What follows belongs to an exercise in optimizing a design on an open flow for a short achievable clock period and few clock cycles; a production flow would make more cautious choices. Function was checked by simulation only, so behaviour that the tests miss may differ from the original. Power and IR drop assume default switching activity.

==> flow/design.v <==
module nsd_cursor (
    input             clk,
    input             rst,
    input             host_valid,
    input             host_we,
    input             host_sel,
    input      [5:0]  host_addr,
    input      [31:0] host_wdata,
    output            host_ready,
    output reg        rd_valid,
    output     [31:0] rd_data
);
    localparam [2:0] E_ILLEGAL = 3'd1;
    localparam [2:0] E_MODE    = 3'd2;
    localparam [2:0] E_ALIGN   = 3'd4;
    localparam [2:0] E_BOUNDS  = 3'd5;
    localparam [2:0] E_STRUCT  = 3'd6;
    reg [511:0] bm;           
    reg [31:0]  arg0, arg1, res;
    reg         st_f, st_t;
    reg [2:0]   err;
    reg [7:1]   esticky;
    reg [2:0]   carry;
    reg [6:0]   cur_byte;
    reg [2:0]   cur_bit;
    reg [6:0]   cur_limit;
    reg         esc_en;
    reg        pend;
    reg        multi;         
    reg        c_ill, c_clr, c_srst, c_cres, c_e;
    reg        c_skip1, c_skipn, c_rdbit, c_rdbits, c_canrd, c_canrdeg;
    reg        c_rdue, c_rdse, c_align, c_skb, c_put;
    reg        c_win;         
    reg        c_fav;         
    reg [5:0]  c_n;           
    reg [5:0]  c_sh;          
    reg        c_phase;       
    reg [31:0] rem;           
    reg [63:0] patr;          
    reg        bwr_d;         
    reg [2:0]  stab;          
    reg [63:0] wW;            
    reg [8:0]  wV;            
    reg [62:0] wNb;           
    reg [31:0] wZm;           
    reg        wS32;          
    reg        skb_oob_r;     
    reg [6:0]  skb_end_r;
    reg [9:0]  pav_r;         
    reg        cr_bad_r;      
    reg        cr_pe_r;
    reg [6:0]  cr_o_r, cr_o1_r, cr_l_r;
    reg [63:0] ea_r;          
    reg [31:0] ecg_r;         
    reg [6:0]  fEsc;          
    reg [9:0]  fAv;           
    wire win_ok = stab != 3'd0;
    wire fav_ok = stab[2];
    wire ready_ok    = !c_win || (win_ok && (!c_fav || fav_ok));
    wire will_finish = ready_ok && !multi;
    assign host_ready = !pend || will_finish;
    wire acc_req = host_valid && host_ready;
    wire wr_reg  = acc_req && host_we && !host_sel;
    wire wr_buf  = acc_req && host_we && host_sel;
    wire rd_req  = acc_req && !host_we;
    wire wr_cmd  = wr_reg && (host_addr == 6'd12);
    wire [63:0] pat;          
    wire [63:0] lmask;        
    wire [63:0] gtmask;       
    genvar gi, gj;
    generate
        for (gi = 0; gi < 64; gi = gi + 1) begin : g_pat
            if (gi < 2) begin : g_lo
                assign pat[gi] = 1'b0;
            end else begin : g_hi
                assign pat[gi] = (bm[8*gi +: 8] == 8'h03) &&
                                 (bm[8*(gi-1) +: 8] == 8'h00) &&
                                 (bm[8*(gi-2) +: 8] == 8'h00);
            end
            assign lmask[gi]  = (cur_limit > gi);
            assign gtmask[gi] = (cur_byte < gi);
        end
    endgenerate
    wire [63:0] escm = patr & lmask & {64{esc_en}};
    wire [7:0]  rb  [0:13];
    wire [12:0] ew;           
    wire [12:0] rd_ok;        
    wire [6:0]  bpl [0:12];
    wire [63:0] plane [0:7];
    wire [12:0] wpl   [0:7];
    generate
        for (gj = 0; gj < 8; gj = gj + 1) begin : g_plane
            for (gi = 0; gi < 64; gi = gi + 1) begin : g_pb
                assign plane[gj][gi] = bm[8*gi + gj];
            end
            wire [76:0] ext = {13'd0, plane[gj]};
            wire [76:0] sh  = ext >> cur_byte;
            assign wpl[gj] = sh[12:0];
        end
    endgenerate
    wire [76:0] ext_e = {13'd0, escm};
    wire [76:0] sh_e  = ext_e >> cur_byte;
    wire [76:0] ext_l = {13'd0, lmask};
    wire [76:0] sh_l  = ext_l >> cur_byte;
    assign ew    = sh_e[12:0];
    assign rd_ok = sh_l[12:0];
    generate
        for (gi = 0; gi <= 12; gi = gi + 1) begin : g_ok
            assign rb[gi]  = {wpl[7][gi], wpl[6][gi], wpl[5][gi], wpl[4][gi],
                              wpl[3][gi], wpl[2][gi], wpl[1][gi], wpl[0][gi]};
            assign bpl[gi] = cur_byte + gi;
        end
    endgenerate
    assign rb[13] = 8'd0;
    wire [7:0] gsh [0:12];
    generate
        for (gi = 0; gi <= 12; gi = gi + 1) begin : g_gsh
            wire [7:0] nxt;
            if (gi < 12) begin : g_n2
                assign nxt = ew[gi + 1] ? rb[gi + 2] : rb[gi + 1];
            end else begin : g_n1
                assign nxt = 8'd0;
            end
            wire [15:0] pr = {rb[gi], nxt} << cur_bit;
            assign gsh[gi] = pr[15:8];
        end
    endgenerate
    wire [3:0] grp = {|ew[12:10], |ew[9:7], |ew[6:4], |ew[3:1]};
    reg  [4:0] ecq [0:12];
    reg  [4:0] cq;
    reg        part;
    integer ii, gg;
    always @(*) begin
        ecq[0] = 5'b00001;
        for (ii = 1; ii <= 12; ii = ii + 1) begin
            cq = 5'b00001;
            for (gg = 0; gg < (ii - 1) / 3; gg = gg + 1)
                cq = grp[gg] ? {cq[3:0], 1'b0} : cq;
            part = 1'b0;
            for (gg = ((ii - 1) / 3) * 3 + 1; gg <= ii; gg = gg + 1)
                part = part | ew[gg];
            ecq[ii] = part ? {cq[3:0], 1'b0} : cq;
        end
    end
    reg [7:0] fw [0:7];
    reg [6:0] fnb [0:8];
    reg [8:0] fv;
    integer mm, ss;
    always @(*) begin
        fw[0]  = gsh[0];
        fnb[0] = cur_byte;
        fv[0]  = rd_ok[0];
        for (mm = 1; mm <= 8; mm = mm + 1) begin
            if (mm <= 7) fw[mm] = 8'd0;
            fnb[mm] = 7'd0;
            fv[mm]  = 1'b0;
            for (ss = 0; ss <= 4; ss = ss + 1) begin
                if (mm + ss <= 12) begin
                    if (!ew[mm + ss] && ecq[mm + ss][ss]) begin
                        if (mm <= 7) fw[mm] = fw[mm] | gsh[mm + ss];
                        fnb[mm] = fnb[mm] | bpl[mm + ss];
                        fv[mm]  = fv[mm]  | rd_ok[mm + ss];
                    end
                end
            end
        end
    end
    wire [63:0] win_w  = {fw[0], fw[1], fw[2], fw[3], fw[4], fw[5], fw[6], fw[7]};
    wire [62:0] win_nb = {fnb[8], fnb[7], fnb[6], fnb[5], fnb[4], fnb[3], fnb[2], fnb[1], fnb[0]};
    wire [31:0] win_zm;
    generate
        for (gi = 0; gi < 32; gi = gi + 1) begin : g_zm
            assign win_zm[gi] = ({1'b0, cur_bit} + (2 * gi) % 8 >= 8) ? fv[gi / 4 + 1] : fv[gi / 4];
        end
    endgenerate
    wire win_s32 = (cur_bit != 3'd0) ? fv[4] : fv[3];
    wire [6:0]  lrem    = cur_limit - cur_byte;
    wire [32:0] skb_end = {26'd0, cur_byte} + {1'b0, arg0};
    wire        skb_oob = skb_end > {26'd0, cur_limit};
    wire [9:0]  pav     = {lrem, 3'b000} - {7'd0, cur_bit};
    wire        cr_bad  = (arg0 > arg1) || (arg1 > 32'd64);
    wire        cr_pe   = pat[arg0[5:0]] && (arg0[6:0] < arg1[6:0]);
    function [3:0] pop8;
        input [7:0] x;
        reg [1:0] a, b, c, d;
        reg [2:0] e, f;
        begin
            a = {1'b0, x[0]} + {1'b0, x[1]};
            b = {1'b0, x[2]} + {1'b0, x[3]};
            c = {1'b0, x[4]} + {1'b0, x[5]};
            d = {1'b0, x[6]} + {1'b0, x[7]};
            e = {1'b0, a} + {1'b0, b};
            f = {1'b0, c} + {1'b0, d};
            pop8 = {1'b0, e} + {1'b0, f};
        end
    endfunction
    wire [31:0] ecg;
    generate
        for (gi = 0; gi < 8; gi = gi + 1) begin : g_pc
            assign ecg[4*gi +: 4] = pop8(ea_r[8*gi +: 8]);
        end
    endgenerate
    wire [4:0] es01 = {1'b0, ecg_r[3:0]}   + {1'b0, ecg_r[7:4]};
    wire [4:0] es23 = {1'b0, ecg_r[11:8]}  + {1'b0, ecg_r[15:12]};
    wire [4:0] es45 = {1'b0, ecg_r[19:16]} + {1'b0, ecg_r[23:20]};
    wire [4:0] es67 = {1'b0, ecg_r[27:24]} + {1'b0, ecg_r[31:28]};
    wire [6:0] n_esc = ({2'b0, es01} + {2'b0, es23}) + ({2'b0, es45} + {2'b0, es67});
    wire        has_bits = (cur_byte < cur_limit);
    wire [6:0]  n_fbytes = lrem - fEsc;
    wire [9:0]  full_av  = has_bits ? ({n_fbytes, 3'b000} - {7'd0, cur_bit}) : 10'd0;
    wire [63:0] sb;
    generate
        for (gi = 0; gi < 64; gi = gi + 1) begin : g_sb
            assign sb[gi] = wW[63 - gi];
        end
    endgenerate
    wire [31:0] seen;         
    wire [31:0] oh;
    assign seen[0] = 1'b0;
    generate
        for (gi = 1; gi < 32; gi = gi + 1) begin : g_seen
            assign seen[gi] = |sb[gi-1:0];
        end
        for (gi = 0; gi < 32; gi = gi + 1) begin : g_oh
            assign oh[gi] = sb[gi] && !seen[gi];
        end
    endgenerate
    wire eg_zero32  = !(|sb[31:0]);
    wire eg_ok      = |(sb[31:0] & wZm);
    wire eg_struct  = eg_zero32 && wS32;
    wire eg_bounds  = !eg_ok && !eg_struct;
    wire [31:0] zr [0:63];
    generate
        for (gi = 0; gi < 64; gi = gi + 1) begin : g_zr
            for (gj = 0; gj < 32; gj = gj + 1) begin : g_zri
                if (gj == 0) begin : g_z0
                    assign zr[gi][gj] = 1'b1;
                end else if (gi - gj < 0) begin : g_zall
                    if (gi == 0) begin : g_zn
                        assign zr[gi][gj] = 1'b1;
                    end else begin : g_zp
                        assign zr[gi][gj] = !(|sb[gi - 1:0]);
                    end
                end else begin : g_zmid
                    assign zr[gi][gj] = !(|sb[gi - 1:gi - gj]);
                end
            end
        end
    endgenerate
    wire [31:0] cand_ue [0:31];
    wire [31:0] cand_se [0:31];
    generate
        for (gi = 0; gi < 32; gi = gi + 1) begin : g_cand
            for (gj = 0; gj < 32; gj = gj + 1) begin : g_cb
                wire ue_b = (2 * gi - gj >= 0) ? sb[(2 * gi - gj) < 0 ? 0 : (2 * gi - gj)] : 1'b0;
                wire ue_z = zr[2 * gi + 1][gj];
                wire se_b = (2 * gi - 1 - gj >= 0) ? sb[(2 * gi - 1 - gj) < 0 ? 0 : (2 * gi - 1 - gj)] : 1'b0;
                wire se_z = zr[2 * gi][gj];
                assign cand_ue[gi][gj] = ue_b ^ ue_z;
                assign cand_se[gi][gj] = sb[2 * gi] ? !(se_b ^ se_z) : se_b;
            end
        end
    endgenerate
    reg [31:0] eg_ue, eg_se;
    integer zz;
    always @(*) begin
        eg_ue = 32'd0;
        eg_se = 32'd0;
        for (zz = 0; zz < 32; zz = zz + 1) begin
            eg_ue = eg_ue | ({32{oh[zz]}} & cand_ue[zz]);
            eg_se = eg_se | ({32{oh[zz]}} & cand_se[zz]);
        end
    end
    wire [6:0] egb_c [0:31];
    wire [2:0] egt_c [0:31];
    generate
        for (gi = 0; gi < 32; gi = gi + 1) begin : g_egp
            wire [3:0] lo = {1'b0, cur_bit} + (2 * gi + 1) % 8;
            assign egb_c[gi] = lo[3] ? wNb[7 * ((2 * gi + 1) / 8 + 1) +: 7]
                                     : wNb[7 * ((2 * gi + 1) / 8) +: 7];
            assign egt_c[gi] = lo[2:0];
        end
    endgenerate
    reg [6:0] eg_b;
    reg [2:0] eg_t;
    always @(*) begin
        eg_b = 7'd0;
        eg_t = 3'd0;
        for (zz = 0; zz < 32; zz = zz + 1) begin
            eg_b = eg_b | ({7{oh[zz]}} & egb_c[zz]);
            eg_t = eg_t | ({3{oh[zz]}} & egt_c[zz]);
        end
    end
    wire [31:0] rd_val  = wW[63:32] >> c_sh;
    wire [6:0]  fl_last = {1'b0, c_n} + {4'd0, cur_bit} - 7'd1;
    wire        fl_oob  = (c_n != 6'd0) && !wV[fl_last[6:3]];
    wire        a0_oob  = (arg0[31:10] != 22'd0) || (arg0[9:0] > fAv);
    wire [6:0]  step_f  = {4'd0, cur_bit} + {1'b0, c_n};
    reg  [6:0]  step_b;
    always @(*) begin
        case (step_f[6:3])
            4'd0: step_b = wNb[0  +: 7];
            4'd1: step_b = wNb[7  +: 7];
            4'd2: step_b = wNb[14 +: 7];
            4'd3: step_b = wNb[21 +: 7];
            4'd4: step_b = wNb[28 +: 7];
            4'd5: step_b = wNb[35 +: 7];
            4'd6: step_b = wNb[42 +: 7];
            4'd7: step_b = wNb[49 +: 7];
            default: step_b = wNb[56 +: 7];
        endcase
    end
    wire [2:0]  step_t  = step_f[2:0];
    wire        put_oob = {4'd0, c_n} > pav_r;
    wire [9:0]  put_pos = {cur_byte, cur_bit} + 10'd1;
    wire        put_bit = arg0[rem[4:0] - 5'd1];
    wire [31:0] rem_m56  = rem - 32'd56;
    wire        rem_last = rem < 32'd120;     
    wire go = pend && ready_ok;
    wire c_eg2   = c_rdue || c_rdse;
    wire f_ill   = c_ill;
    wire f_mode  = esc_en && (c_align || c_skb || (c_put && !c_phase));
    wire f_align = !esc_en && c_skb && (cur_bit != 3'd0);
    wire f_bnd   = (c_cres && cr_bad_r) ||
                   (c_skb && !esc_en && (cur_bit == 3'd0) && skb_oob_r) ||
                   (c_put && !c_phase && !esc_en && put_oob) ||
                   (c_skipn && c_fav && a0_oob) ||
                   (c_skipn && !c_fav && !c_phase && fl_oob) ||
                   ((c_skip1 || c_rdbit || c_rdbits) && fl_oob) ||
                   (c_eg2 && eg_bounds);
    wire f_str   = c_eg2 && eg_struct;
    wire fault   = f_ill || f_mode || f_align || f_bnd || f_str;
    reg  [31:0] res_nx;
    reg  [6:0]  cb_nx, cl_nx;
    reg  [2:0]  ct_nx;
    reg         ce_nx;
    reg         done;         
    reg         tval;
    reg         put_wr;       
    reg         ph_nx;
    reg         multi_nx;
    reg  [31:0] rem_nx;
    reg  [5:0]  cn_nx;
    reg         wres;         
    always @(*) begin
        res_nx   = res;
        cb_nx    = cur_byte;
        ct_nx    = cur_bit;
        cl_nx    = cur_limit;
        ce_nx    = esc_en;
        done     = 1'b1;
        tval     = 1'b0;
        put_wr   = 1'b0;
        ph_nx    = c_phase;
        multi_nx = multi;
        rem_nx   = rem;
        cn_nx    = c_n;
        wres     = 1'b0;
        if (c_srst) begin
            wres  = 1'b1;
            res_nx = 32'd0;
            cb_nx = 7'd0;
            ct_nx = 3'd0;
            cl_nx = 7'd0;
            ce_nx = 1'b0;
        end
        if (c_cres) begin
            ce_nx = c_e;
            cl_nx = cr_l_r;
            cb_nx = (c_e && cr_pe_r) ? cr_o1_r : cr_o_r;
            ct_nx = 3'd0;
        end
        if (c_align && cur_bit != 3'd0) begin
            cb_nx = cur_byte + 7'd1;
            ct_nx = 3'd0;
        end
        if (c_skb)
            cb_nx = skb_end_r;
        if (c_put) begin
            if (!c_phase) begin
                if (c_n != 6'd0) begin
                    done  = 1'b0;
                    ph_nx = 1'b1;
                end
            end else if (rem != 32'd0) begin
                done   = 1'b0;
                put_wr = 1'b1;
                cb_nx  = put_pos[9:3];
                ct_nx  = put_pos[2:0];
                rem_nx = rem - 32'd1;
                if (rem == 32'd1) multi_nx = 1'b0;
            end
        end
        if (c_canrd) begin
            wres   = 1'b1;
            tval   = c_fav ? !a0_oob : !fl_oob;
            res_nx = {31'd0, tval};
        end
        if (c_skipn || c_skip1 || c_rdbit || c_rdbits) begin
            cb_nx = step_b;
            ct_nx = step_t;
        end
        if (c_skipn && multi) begin
            done   = 1'b0;
            ph_nx  = 1'b1;
            rem_nx = rem_m56;
            if (rem_last) begin
                multi_nx = 1'b0;
                cn_nx    = rem_m56[5:0];
            end
        end
        if (c_rdbit || c_rdbits) begin
            wres   = 1'b1;
            res_nx = rd_val;
            tval   = c_rdbit && rd_val[0];
        end
        if (c_canrdeg) begin
            wres   = 1'b1;
            tval   = eg_ok;
            res_nx = {31'd0, eg_ok};
        end
        if (c_eg2) begin
            wres   = 1'b1;
            cb_nx  = eg_b;
            ct_nx  = eg_t;
            res_nx = c_rdse ? eg_se : eg_ue;
        end
    end
    reg [11:0] rsel;          
    reg [7:0]  rbuf;
    reg        brd;           
    reg [5:0]  brd_a;
    wire [7:0] buf_rd = bm[{brd_a, 3'b000} +: 8];
    always @(posedge clk) begin
        if (rst) begin
            rd_valid <= 1'b0;
            rsel     <= 12'd0;
            rbuf     <= 8'd0;
            brd      <= 1'b0;
        end else begin
            rd_valid <= (rd_req && !host_sel) || brd;
            brd      <= rd_req && host_sel;
            if (rd_req) begin
                rsel[0]  <= !host_sel && (host_addr == 6'd0);
                rsel[1]  <= !host_sel && (host_addr == 6'd1);
                rsel[2]  <= !host_sel && (host_addr == 6'd2);
                rsel[3]  <= !host_sel && (host_addr == 6'd3);
                rsel[4]  <= !host_sel && (host_addr == 6'd4);
                rsel[5]  <= !host_sel && (host_addr == 6'd5);
                rsel[6]  <= !host_sel && (host_addr == 6'd6);
                rsel[7]  <= !host_sel && (host_addr == 6'd7);
                rsel[8]  <= !host_sel && (host_addr == 6'd8);
                rsel[9]  <= !host_sel && (host_addr == 6'd9);
                rsel[10] <= !host_sel && (host_addr == 6'd10);
                rsel[11] <= 1'b0;
            end else if (brd) begin
                rsel     <= 12'h800;
                rbuf     <= buf_rd;
            end
        end
    end
    always @(posedge clk)
        if (rd_req) brd_a <= host_addr;
    assign rd_data = ({32{rsel[0]}}  & arg0) |
                     ({32{rsel[1]}}  & arg1) |
                     ({32{rsel[2]}}  & res) |
                     ({32{rsel[3]}}  & {30'd0, st_t, st_f}) |
                     ({32{rsel[4]}}  & {29'd0, err}) |
                     ({32{rsel[5]}}  & {24'd0, esticky, 1'b0}) |
                     ({32{rsel[6]}}  & {29'd0, carry}) |
                     ({32{rsel[7]}}  & {25'd0, cur_byte}) |
                     ({32{rsel[8]}}  & {29'd0, cur_bit}) |
                     ({32{rsel[9]}}  & {25'd0, cur_limit}) |
                     ({32{rsel[10]}} & {31'd0, esc_en}) |
                     ({32{rsel[11]}} & {24'd0, rbuf});
    always @(posedge clk) begin
        if (wr_buf)
            bm[{host_addr, 3'b000} +: 8] <= host_wdata[7:0];
        else if (go && !fault && put_wr)
            bm[{cur_byte[5:0], ~cur_bit}] <= put_bit;
    end
    wire [7:0] w_opc = host_wdata[31:24];
    wire [5:0] w_n   = host_wdata[5:0];
    wire       w_zr  = (host_wdata[23:0] == 24'd0);
    wire       w_zi  = (host_wdata[23:6] == 18'd0) && (w_n <= 6'd32);
    wire       w_zm  = (host_wdata[23:1] == 23'd0);
    reg        w_legal;
    always @(*) begin
        case (w_opc)
            8'h00, 8'h01, 8'h02, 8'h11, 8'h12, 8'h13, 8'h15, 8'h16,
            8'h17, 8'h18, 8'h20, 8'h22: w_legal = w_zr;
            8'h14, 8'h24:               w_legal = w_zi;
            8'h10:                      w_legal = w_zm;
            default:                    w_legal = 1'b0;
        endcase
    end
    wire w_ok     = w_legal;
    wire w_skip1  = w_ok && (w_opc == 8'h11);
    wire w_skipn  = w_ok && (w_opc == 8'h12);
    wire w_rdbit  = w_ok && (w_opc == 8'h13);
    wire w_rdbits = w_ok && (w_opc == 8'h14);
    wire w_canrd  = w_ok && (w_opc == 8'h15);
    wire w_canrdeg= w_ok && (w_opc == 8'h16);
    wire w_rdue   = w_ok && (w_opc == 8'h17);
    wire w_rdse   = w_ok && (w_opc == 8'h18);
    wire w_align  = w_ok && (w_opc == 8'h20);
    wire w_skb    = w_ok && (w_opc == 8'h22);
    wire w_put    = w_ok && (w_opc == 8'h24);
    wire w_a0big  = (arg0[31:6] != 26'd0);
    wire fin  = go && (fault || done);        
    wire upd  = go && !fault;                 
    always @(posedge clk) begin
        if (rst) begin
            arg0      <= 32'd0;
            arg1      <= 32'd0;
            res       <= 32'd0;
            st_f      <= 1'b0;
            st_t      <= 1'b0;
            err       <= 3'd0;
            esticky   <= 7'd0;
            carry     <= 3'd0;
            cur_byte  <= 7'd0;
            cur_bit   <= 3'd0;
            cur_limit <= 7'd0;
            esc_en    <= 1'b0;
            pend      <= 1'b0;
            multi     <= 1'b0;
            c_phase   <= 1'b0;
            stab      <= 3'd0;
            bwr_d     <= 1'b0;
        end else begin
            if (upd) begin
                if (wres) res <= res_nx;
                cur_byte  <= cb_nx;
                cur_bit   <= ct_nx;
                cur_limit <= cl_nx;
                esc_en    <= ce_nx;
                multi     <= multi_nx;
                c_phase   <= ph_nx;
            end
            if (fin) begin
                st_f <= fault;
                st_t <= !fault && tval;
                err  <= {f_align || f_bnd || f_str, f_mode || f_str, f_ill || f_bnd};
                esticky <= ((upd && (c_clr || c_srst)) ? 7'd0 : esticky) |
                           {1'b0, f_str, f_bnd, f_align, 1'b0, f_mode, f_ill};
                pend    <= 1'b0;
                c_phase <= 1'b0;
            end
            if (upd && c_srst)
                carry <= 3'd0;
            bwr_d     <= wr_buf || (upd && put_wr);
            if (go || wr_buf || bwr_d)
                stab <= 3'd0;
            else if (!stab[2])
                stab <= stab + 3'd1;
            if (wr_reg) begin
                case (host_addr)
                    6'd0:  arg0  <= host_wdata;
                    6'd1:  arg1  <= host_wdata;
                    6'd6:  carry <= host_wdata[2:0];
                    default: ;
                endcase
            end
            if (wr_cmd) begin
                pend    <= 1'b1;
                c_phase <= 1'b0;
                multi   <= ((w_skipn || w_canrd) && w_a0big) || w_put;
            end
        end
    end
    always @(posedge clk) begin
        patr      <= pat;
        wW        <= win_w;
        wV        <= fv;
        wNb       <= win_nb;
        wZm       <= win_zm;
        wS32      <= win_s32;
        skb_oob_r <= skb_oob;
        skb_end_r <= skb_end[6:0];
        pav_r     <= pav;
        cr_bad_r  <= cr_bad;
        cr_pe_r   <= cr_pe;
        cr_o_r    <= arg0[6:0];
        cr_o1_r   <= arg0[6:0] + 7'd1;
        cr_l_r    <= arg1[6:0];
        ea_r      <= patr & lmask & gtmask & {64{esc_en}};
        ecg_r     <= ecg;
        fEsc      <= n_esc;
        fAv       <= full_av;
        if (upd) begin
            rem <= rem_nx;
            c_n <= cn_nx;
            if (ph_nx) begin
                c_fav <= 1'b0;
                if (c_put) c_win <= 1'b0;
            end
        end
        if (wr_cmd) begin
            c_ill     <= !w_ok;
            c_clr     <= w_ok && (w_opc == 8'h01);
            c_srst    <= w_ok && (w_opc == 8'h02);
            c_cres    <= w_ok && (w_opc == 8'h10);
            c_e       <= host_wdata[0];
            c_skip1   <= w_skip1;
            c_skipn   <= w_skipn;
            c_rdbit   <= w_rdbit;
            c_rdbits  <= w_rdbits;
            c_canrd   <= w_canrd;
            c_canrdeg <= w_canrdeg;
            c_rdue    <= w_rdue;
            c_rdse    <= w_rdse;
            c_align   <= w_align;
            c_skb     <= w_skb;
            c_put     <= w_put;
            c_win     <= w_skip1 | w_skipn | w_rdbit | w_rdbits | w_canrd |
                         w_canrdeg | w_rdue | w_rdse | w_align | w_skb | w_put;
            c_fav     <= (w_skipn | w_canrd) & w_a0big;
            c_n       <= (w_skip1 | w_rdbit) ? 6'd1 :
                         (w_skipn | w_canrd) ? (w_a0big ? 6'd56 : arg0[5:0]) : w_n;
            c_sh      <= w_rdbit ? 6'd31 : (6'd32 - w_n);
            rem       <= w_put ? {26'd0, w_n} : arg0;
        end
    end
endmodule
==> flow/run.sh <==
#!/bin/bash
# synth_recipe.tcl (not shown) runs the flow's synth.tcl, then flattens the netlist and writes it again
# the make line also repeats each setting of config.mk as NAME=value (left out here)
make -C /OpenROAD-flow-scripts/flow DESIGN_CONFIG=/design/flow/config.mk WORK_HOME=/design/flow/orfs CLKGATE_MAP_FILE= SYNTH_SCRIPT=/design/flow/synth_recipe.tcl finish
==> flow/config.mk <==
export PLATFORM = sky130hd
export DESIGN_NAME = nsd_cursor
export DESIGN_NICKNAME = nsd_cursor
export VERILOG_FILES = /design/flow/design.v
export SDC_FILE = /design/flow/constraint.sdc
export NUM_CORES = 4
export LEC_CHECK = 0
export ABC_CLOCK_PERIOD_IN_PS = 4000
export CAP_MARGIN = 20
export CORE_MARGIN = 2
export CORE_UTILIZATION = 30
export SETUP_SLACK_MARGIN = 5
export SLEW_MARGIN = 20
export TNS_END_PERCENT = 10
==> flow/constraint.sdc <==
create_clock -name core_clock -period 10.0 [get_ports {clk}]
set_input_delay 2.0000 -clock core_clock [delete_from_list [all_inputs] [get_ports {clk}]]
set_output_delay 2.0000 -clock core_clock [all_outputs]
set_load 0.01 [all_outputs]
==> reports/metrics.yaml <==
syn_area_per_cell_um2: 8.122
gp_congestion: 1.217
error: "[ERROR GRT-0116] Global routing finished with congestion. Check the congestion regions in the DRC Viewer."
netlist_top_cells_area: "mux4_2 12%, edfxtp_1 12%, dfxtp_1 7.5%"
syn-cell-area_um2: 141600
clock_path_buffers: 4
io_buffers: 76
netlist.area_leader.share_pct: 12.44
io_pins: 77
place_area_um2: 152600
die_w_um: 691.0
yosys_register_bits: 1109
grt_start_max_net_pins: 174
ys_seq_area_share_pct: 19.78
clock-root-buffer: "clkbuf_16"
outcome: "aborted with a tool error"
place_ws_ps: 2063
synth_edf_count: 580
row_count: 252
grt_pass1_vias: 183175
die_h_um: 691.0
cts-buffers-inserted: 145
htree_levels: 4
syn_inst: 17431
synth_top_cell_by_area: "mux4_2"
haltStage: "global routing"
syn_nets: 17962
synth_flop_cell: "edfxtp_1"
cts_sinks: 1109
ys_warn_count: 4
grt_pass1_wl_um: 1864000
async_flop_share_pct: 0
hold_buffers: 0
grt_use_total_pct: 57.29
grt_overflow_total: 26
synth_cell_type_count: 153
hpwl_um: 963700
initial_utilization_pct: 30.10
-- through the flow --
step	power, W	std cells
after global placement	0.007137	23151
after CTS	0.01243	23595
after floorplan	0.006081	17431
after detailed placement	0.007138	23180
-- metal layers --
layer | GRT overflow | GRT usage, %
met3 | 0 | 42.07
met5 | 0 | 12.73
met1 | 0 | 57.85
met4 | 9 | 57.39
met2 | 17 | 72.69
-- what timing repair did --
item                                   in CTS
setup buffers                             135
endpoints found under the hold margin       0
gates cloned                               20
pin swaps                                  67
setup endpoints to repair                1234
resized for setup                         563
-- power by group through the flow --
| stage | clock, W | combinational [W] | sequential (W) |
|---|---|---|---|
| global placement | 0 | 0.00201 | 0.00513 |
| detailed placement | 0 | 0.00201 | 0.00513 |
| floorplan | 0 | 0.00106 | 0.00503 |
| CTS | 0.00534 | 0.00206 | 0.00503 |
-- cells in the mapped netlist, types with 51 or more instances --
library cell and number:
a222oi_1 76, mux2_2 230, a221oi_1 143, o221ai_1 132, xor2_1 61, mux4_2 782
inv_1 435, fa_1 57, nand3_1 432, buf_2 214, nand2b_1 70, nor3_1 328
xnor2_1 1107, o22ai_1 1108, mux2i_1 725, and2_1 78, buf_4 96, buf_6 98
a221o_1 52, o31ai_1 86, nor2_1 1740, dfxtp_1 529, nand4_1 238, a32oi_1 51
a21oi_1 1768, o211ai_1 145, or2_2 51, nor4_1 186, buf_1 245, or3_1 63
a311oi_1 61, nor2b_1 62, nand2_1 1622, a211oi_1 197, o21ai_0 730, a31oi_1 148
clkbuf_1 985, a21o_1 77, edfxtp_1 580, a22oi_1 171, ha_1 431, and3_1 98
-- logic make-up after synthesis --
| logic type | Yosys count | synth area share [%] |
|---|---|---|
| XOR/XNOR | 1168 | 7.225 |
| AO/OA/AOI/OAI | 5595 | 25.56 |
| multiplexers | 1742 | 19.45 |
| AND/OR/NAND/NOR | 5170 | 16.63 |
| flip-flops | 1109 | 19.78 |
| adder cells (fa/ha/maj) | 488 | 4.615 |
| buffers and inverters | 2159 | 6.742 |
-- how the worst max path moves through the flow --
stage                            end  cells after the start
after detailed placement     bm[220]                     17
after global placement       res[27]                     16
after CTS                    res[30]                     19
after floorplan           rd_data[3]                     13
Testbench counts, summed over its fixed seeds: cycles 11,718.
